This design comes from an exercise in tuning for small area, a short achievable clock period and few clock cycles on the open sky130 flow, not from production work. The RTL was checked by simulation tests, not by an equivalence proof against the original design.

`config.mk`:
```
export PLATFORM = sky130hd
export DESIGN_NAME = sdr_frame_rx
export DESIGN_NICKNAME = sdr_frame_rx
export VERILOG_FILES = /design/flow/design.v
export SDC_FILE = /design/flow/constraint.sdc
export NUM_CORES = 4
export LEC_CHECK = 0
export CAP_MARGIN = 20
export CORE_MARGIN = 2
export CORE_UTILIZATION = 40
export SETUP_SLACK_MARGIN = 0.5
export SLEW_MARGIN = 20
```
`constraint.sdc`:
```
create_clock -name core_clock -period 22.0 [get_ports {clk}]
set_input_delay 4.4000 -clock core_clock [delete_from_list [all_inputs] [get_ports {clk}]]
set_output_delay 4.4000 -clock core_clock [all_outputs]
set_load 0.01 [all_outputs]
```
`run.sh`:
```
#!/bin/bash
# synth_recipe.tcl (not shown) runs the flow's synth.tcl, then flattens the netlist and writes it again
# the make line also repeats each setting of config.mk as NAME=value (left out here)
make -C /OpenROAD-flow-scripts/flow DESIGN_CONFIG=/design/flow/config.mk WORK_HOME=/design/flow/orfs CLKGATE_MAP_FILE= SYNTH_SCRIPT=/design/flow/synth_recipe.tcl finish
```
`design.v`:
```
module sdr_frame_rx (
    input  wire        clk,
    input  wire        rst,
    input  wire        in_valid,
    output wire        in_ready,
    input  wire [7:0]  in_data,
    output reg         out_valid,
    output reg  [7:0]  out_type,
    output reg  [7:0]  out_gid,
    output reg  [7:0]  out_sid,
    output reg  [79:0] out_payload,
    output reg         crc_err
);
    localparam integer L        = 10;           
    localparam integer R        = 3 + 2*L + 4;  
    localparam integer BUFN     = 4 + R + 1;    
    localparam [31:0]  SYNC     = 32'h1ACFFC1D;
    localparam integer SYNC_TOL = 2;
    localparam [8*R-1:0] KEYSTREAM = {
        8'hFE, 8'h3B, 8'h14, 8'hBE, 8'hA8, 8'h5B, 8'hCE, 8'h56, 8'h60,
        8'hDA, 8'hE8, 8'hC8, 8'h81, 8'h26, 8'h9E, 8'hE1, 8'hFC, 8'h76,
        8'h29, 8'h7D, 8'h50, 8'hB7, 8'h9C, 8'hAC, 8'hC1, 8'hB5, 8'hD1};
    function automatic [5:0] popcount32(input [31:0] v);
        integer i;
        begin
            popcount32 = 6'd0;
            for (i = 0; i < 32; i = i + 1)
                popcount32 = popcount32 + {5'd0, v[i]};
        end
    endfunction
    function automatic [3:0] ham_dec(input [7:0] c);
        reg [2:0] syn;
        reg [3:0] d;
        begin
            syn = {c[6] ^ c[5] ^ c[3], c[6] ^ c[4] ^ c[3], c[5] ^ c[4] ^ c[3]} ^ c[2:0];
            d = c[6:3];
            case (syn)
                3'd6: d[3] = ~d[3];
                3'd5: d[2] = ~d[2];
                3'd3: d[1] = ~d[1];
                3'd7: d[0] = ~d[0];
                default: ;
            endcase
            ham_dec = d;
        end
    endfunction
    function automatic [31:0] crc32_payload(input [8*L-1:0] data);
        integer i, j;
        reg [31:0] r;
        begin
            r = 32'hFFFFFFFF;
            for (i = 0; i < L; i = i + 1) begin
                r = r ^ {24'd0, data[8*(L-1-i) +: 8]};
                for (j = 0; j < 8; j = j + 1)
                    r = r[0] ? ((r >> 1) ^ 32'hEDB88320) : (r >> 1);
            end
            crc32_payload = r ^ 32'hFFFFFFFF;
        end
    endfunction
    reg  [7:0] buf_q [0:BUFN-1];
    reg  [5:0] cnt_q;                  
    wire [39:0] head = {buf_q[0], buf_q[1], buf_q[2], buf_q[3], buf_q[4]};
    reg  [7:0]  hit;
    integer     s;
    always @* begin
        for (s = 0; s < 8; s = s + 1)
            hit[s] = popcount32(head[39-s -: 32] ^ SYNC) <= SYNC_TOL;
    end
    reg  [2:0] shift;                  
    always @* begin
        shift = 3'd0;
        for (s = 7; s >= 0; s = s - 1)
            if (hit[s]) shift = s[2:0];
    end
    wire       searching = cnt_q >= 6'd5;
    wire       any_hit   = |hit;
    wire [5:0] need      = (shift == 3'd0) ? 6'd31 : 6'd32;
    wire       parse     = searching && any_hit && (cnt_q >= need);
    wire       skip      = searching && !any_hit;
    reg  [8*R-1:0]  region;            
    reg  [15:0]     pair;
    integer         j;
    always @* begin
        for (j = 0; j < R; j = j + 1) begin
            pair = {buf_q[4+j], buf_q[5+j]} << shift;
            region[8*(R-1-j) +: 8] = pair[15:8] ^ KEYSTREAM[8*(R-1-j) +: 8];
        end
    end
    wire [7:0] rx_type = region[8*(R-1) +: 8];
    wire [7:0] rx_gid  = region[8*(R-2) +: 8];
    wire [7:0] rx_sid  = region[8*(R-3) +: 8];
    wire [31:0] rx_crc = region[31:0];
    reg  [8*L-1:0] payload;            
    integer        k;
    always @* begin
        for (k = 0; k < L; k = k + 1)
            payload[8*(L-1-k) +: 8] = {ham_dec(region[8*(R-4-2*k) +: 8]),
                                       ham_dec(region[8*(R-5-2*k) +: 8])};
    end
    wire crc_ok = crc32_payload(payload) == rx_crc;
    wire [5:0] drop = parse ? (crc_ok ? (6'd4 + R[5:0]) : 6'd1) : (skip ? 6'd1 : 6'd0);
    assign in_ready = (cnt_q < BUFN[5:0]) || (drop != 6'd0);
    wire       push = in_valid && in_ready;
    wire [5:0] wr_idx = cnt_q - drop;
    integer b;
    always @(posedge clk) begin
        for (b = 0; b < BUFN; b = b + 1) begin
            if (push && wr_idx == b[5:0])
                buf_q[b] <= in_data;
            else if (drop == 6'd1)
                buf_q[b] <= (b + 1 < BUFN) ? buf_q[(b + 1) % BUFN] : buf_q[b];
            else if (drop == 6'd4 + R[5:0])
                buf_q[b] <= (b + 4 + R < BUFN) ? buf_q[(b + 4 + R) % BUFN] : buf_q[b];
        end
    end
    always @(posedge clk) begin
        if (rst) begin
            cnt_q     <= 6'd0;
            out_valid <= 1'b0;
            crc_err   <= 1'b0;
        end else begin
            cnt_q     <= cnt_q - drop + {5'd0, push};
            out_valid <= parse && crc_ok;
            crc_err   <= parse && !crc_ok;
        end
    end
    always @(posedge clk) begin
        if (parse && crc_ok) begin
            out_type    <= rx_type;
            out_gid     <= rx_gid;
            out_sid     <= rx_sid;
            out_payload <= payload;
        end
    end
endmodule
```
==> reports/metrics.yaml <==
finish:
  layout_commonest_cell: "xnor2_1"
  nNetsFinal: 4737
  layout-drive-gt1-share_pct: 14.7
  final_core_util_pct: 44.7
  area_growth_pct: 11.0
  final_cell_mix: "468 x xnor2_1, 412 x mux2i_1, 360 x edfxtp_1, 354 x nand2_1, 284 x inv_1"
  fillerInstances: 10772
worst_setup_path:
  cp-start-kind: "flip-flop"
  slowest_delay_ps: 710
  crit_fanout: 28
  path_buf_inv: 8
  cpMaxStageDelayCell: "xnor3_1"
  cp.arrival_ps: 20930
  end_kind: "flip-flop"
  critical-path-top-delay-family: "XOR/XNOR gates"
  r2r_slack_ps: 1390
  rr_worst_depth: 57
  required_ps: 22330
  crit_type: "reg2reg"
  r2r_end: "buf_q[3][7]$_DFFE_PP_"
  r2r_start: "buf_q[2][5]$_DFFE_PP_"
clocking:
  cts_made_buffers: 46
  clk_pin_slew_ps: 60
  clk_latency_ps: 640
  h-tree-depth: 2
  cts_max_path_buffers: 3
  ctsHoldBuffers: 0
  root_buffer: "clkbuf_16"
  cts_tree: "yes"
  cts_sinks: 368
global_route:
  grt_pass1_vias: 33529
  grt_usage_pct: 24.7
  gr-total-overflow: 0
  antenna_found_initial: 1
  grt_max_degree: 117
  grt_pass1_wl_um: 222000
route:
  drt-total-wl_um: 148000
  detail-route-antenna-nets: 0
  drt_iter0_drc: 3632
  vias_per_cell: 5.77
  vias: 34727
  drcViolationCount: 0
  wl_per_cell_um: 24.6
  first_pass_iters: 9
sta:
  period_needed_ps: 20610
  rsz0062_at_grt: "no"
  period_share_pct: 93.7
  finalClockSkew_ps: 24.3
  slew_viol_final: 0
  setup_tns_ps: 0
  worstMarginPinSlew_ps: 1220
  setup_violations: 0
  hold_viol_final: 0
  max_freq_ghz: 0.0485
  relSlewSlack_pct: 18.3
synthesis:
  yosys_warnings: 2
  ys_types: 110
  syn_area_per_cell_um2: 10.5
  synth_nets: 4650
  async_flop_share_pct: 0
  synth_edf_count: 360
  synth_seq_cells: 368
  seq_area_frac_synth_pct: 23.9
  synthCells: 4377
  synth_ff_type: "edfxtp_1"
  syn-cell-area_um2: 46000
placement:
  dp_hpwl_um: 111000
  place_congestion: 0.931
  io_buffers: 117
floorplan:
  dieArea_um2: 118000
  fp.dieW_um: 343
  initial_core_util_pct: 40.3
  std_cell_rows: 124
  die_h_um: 343
  core_um2: 114000
  ios: 118
worst_hold_path:
  hold_start: "buf_q[21][1]$_DFFE_PP_"
  hold_path_end: "buf_q[20][1]$_DFFE_PP_"
  hold-path-cell-count: 1
  hold_class: "reg2reg"
outcome:
  status: "finished clean"
job:
  maxCapViolCount: 0
==> flip-flops by register name, summed over array words and instances, names as in the netlist <==
signal,flops
buf_q,256
out_payload,80
crc_err,1
out_valid,1
out_sid,8
out_gid,8
cnt_q,6
out_type,8
==> metal layers <==
layer	up-vias	wire (um)	track usage, %
met5	-	0	0
met4	0	3990	7.02
met3	223	11700	4.02
met2	1494	65300	37.7
met1	17176	66700	36.1
li1	15834	-	-
==> cell type report <==
type | instances | area, um^2 | share of cell area, %
flip-flops and latches | 368 | 11000 | 21.5
well taps | 1512 | 1890 | 3.71
clock buffers | 59 | 1230 | 2.41
inverters | 286 | 1070 | 2.10
clock inverters | 27 | 373 | 0.730
multi-input cells | 3469 | 33000 | 64.7
diodes | 1 | 2.50 | 0.00490
repair buffers | 293 | 2500 | 4.90
==> kinds of logic after synthesis <==
kind of cell	synth area share [%]
buf+inv	4.81
simple gates	9.08
xor+xnor	25.5
mux	15.4
compound gates	11.0
flops	23.9
fa+ha+maj	10.3
==> worst register-to-register path: cells and delay by family (launching register included) <==
family                   cells  cell delay [ps]
buffers and inverters        8             1380
multiplexers                 1              180
AO/OA/AOI/OAI               12             3600
adder cells (fa/ha/maj)      9             3890
XOR/XNOR                    15             7030
flip-flops                   1              700
AND/OR/NAND/NOR             12             3550
==> cells in the mapped netlist, drive strengths merged, types with 13 or more instances <==
library cell	number	area share (%)
o221ai	15	0.32
a21oi	134	1.5
a22oi	27	0.44
nor2b	17	0.23
o211ai	23	0.38
o21ai	187	2.1
buf	117	1.3
mux2	249	6.1
nand2	356	2.9
ha	69	1.9
nor3	64	0.77
xor3	33	1.7
nor2	131	1.1
and3	37	0.50
or2	13	0.18
or4	19	0.33
fa	193	8.4
and2	24	0.33
inv	286	2.3
xor2	222	4.4
nand2b	28	0.38
nand3	77	0.85
nand4	13	0.18
a221oi	25	0.57
a21o	14	0.23
xnor3	184	9.1
a211oi	60	1.1
a31oi	42	0.57
edfxtp	360	24
xnor2	503	10
nor4	23	0.38
mux2i	415	9.0
or3	37	0.50
o22ai	34	0.48
clkbuf	138	1.1
==> worst max path at each step <==
stage	cells past startpoint	end	from	slack, ps
global placement	55	buf_q[7][5]$_DFFE_PP_	buf_q[2][1]$_DFFE_PP_	1480
global route	57	buf_q[7][4]$_DFFE_PP_	buf_q[2][5]$_DFFE_PP_	530
detailed placement	55	buf_q[7][1]$_DFFE_PP_	buf_q[2][4]$_DFFE_PP_	1320
CTS	55	buf_q[7][1]$_DFFE_PP_	buf_q[2][4]$_DFFE_PP_	1270
finish	57	buf_q[3][7]$_DFFE_PP_	buf_q[2][5]$_DFFE_PP_	1390
floorplan	58	buf_q[0][0]$_DFFE_PP_	buf_q[3][0]$_DFFE_PP_	1870
==> repair_timing <==
action,4_1_cts,5_1_grt
resized for setup,0,7
endpoints found under the setup margin,0,300
setup buffers,0,2
==> per-stage QoR <==
stage          cells  worst slack [ps]  hold slack [ps]  cell area (um^2)
6_report        6015              1390              613             51000
5_1_grt         6014               528              635             51000
4_1_cts         6011              1270              612             51000
3_5_place_dp    5925              1320              601             49400
3_3_place_gp    5925              1480              601             49400
2_1_floorplan   4377              1870              550             46000
Testbench counts, summed over its fixed seeds: cycles 22,680.

-- static timing again, ports no longer ideal --
No port has a modelled driver above. Below, the same layout with a new extraction and two added sets of constraints. Step 1: set_driving_cell puts a clkbuf_16 on clk and a buf_2 on each other input, an assumption about the parent block. Step 2 also shifts input and output timing later by t, the mid clock arrival at the registers, as if the neighbouring blocks saw the same clock. Three values: ideal, step 1, step 2; two values: the first two.
shift t [ns]: 0.693
slack for setup (ns): 1.394 / 1.394 / 1.394
worst hold slack (ns): 0.613 / 0.613 / 0.613
worst setup path at the end: register to register
worst register clock-pin slew, ns: 0.08 / 0.08
After both steps setup and hold are still met in this run. For this run, drivers alone change the setup slack by 0.000 ns; drivers and shift together by 0.000 ns.
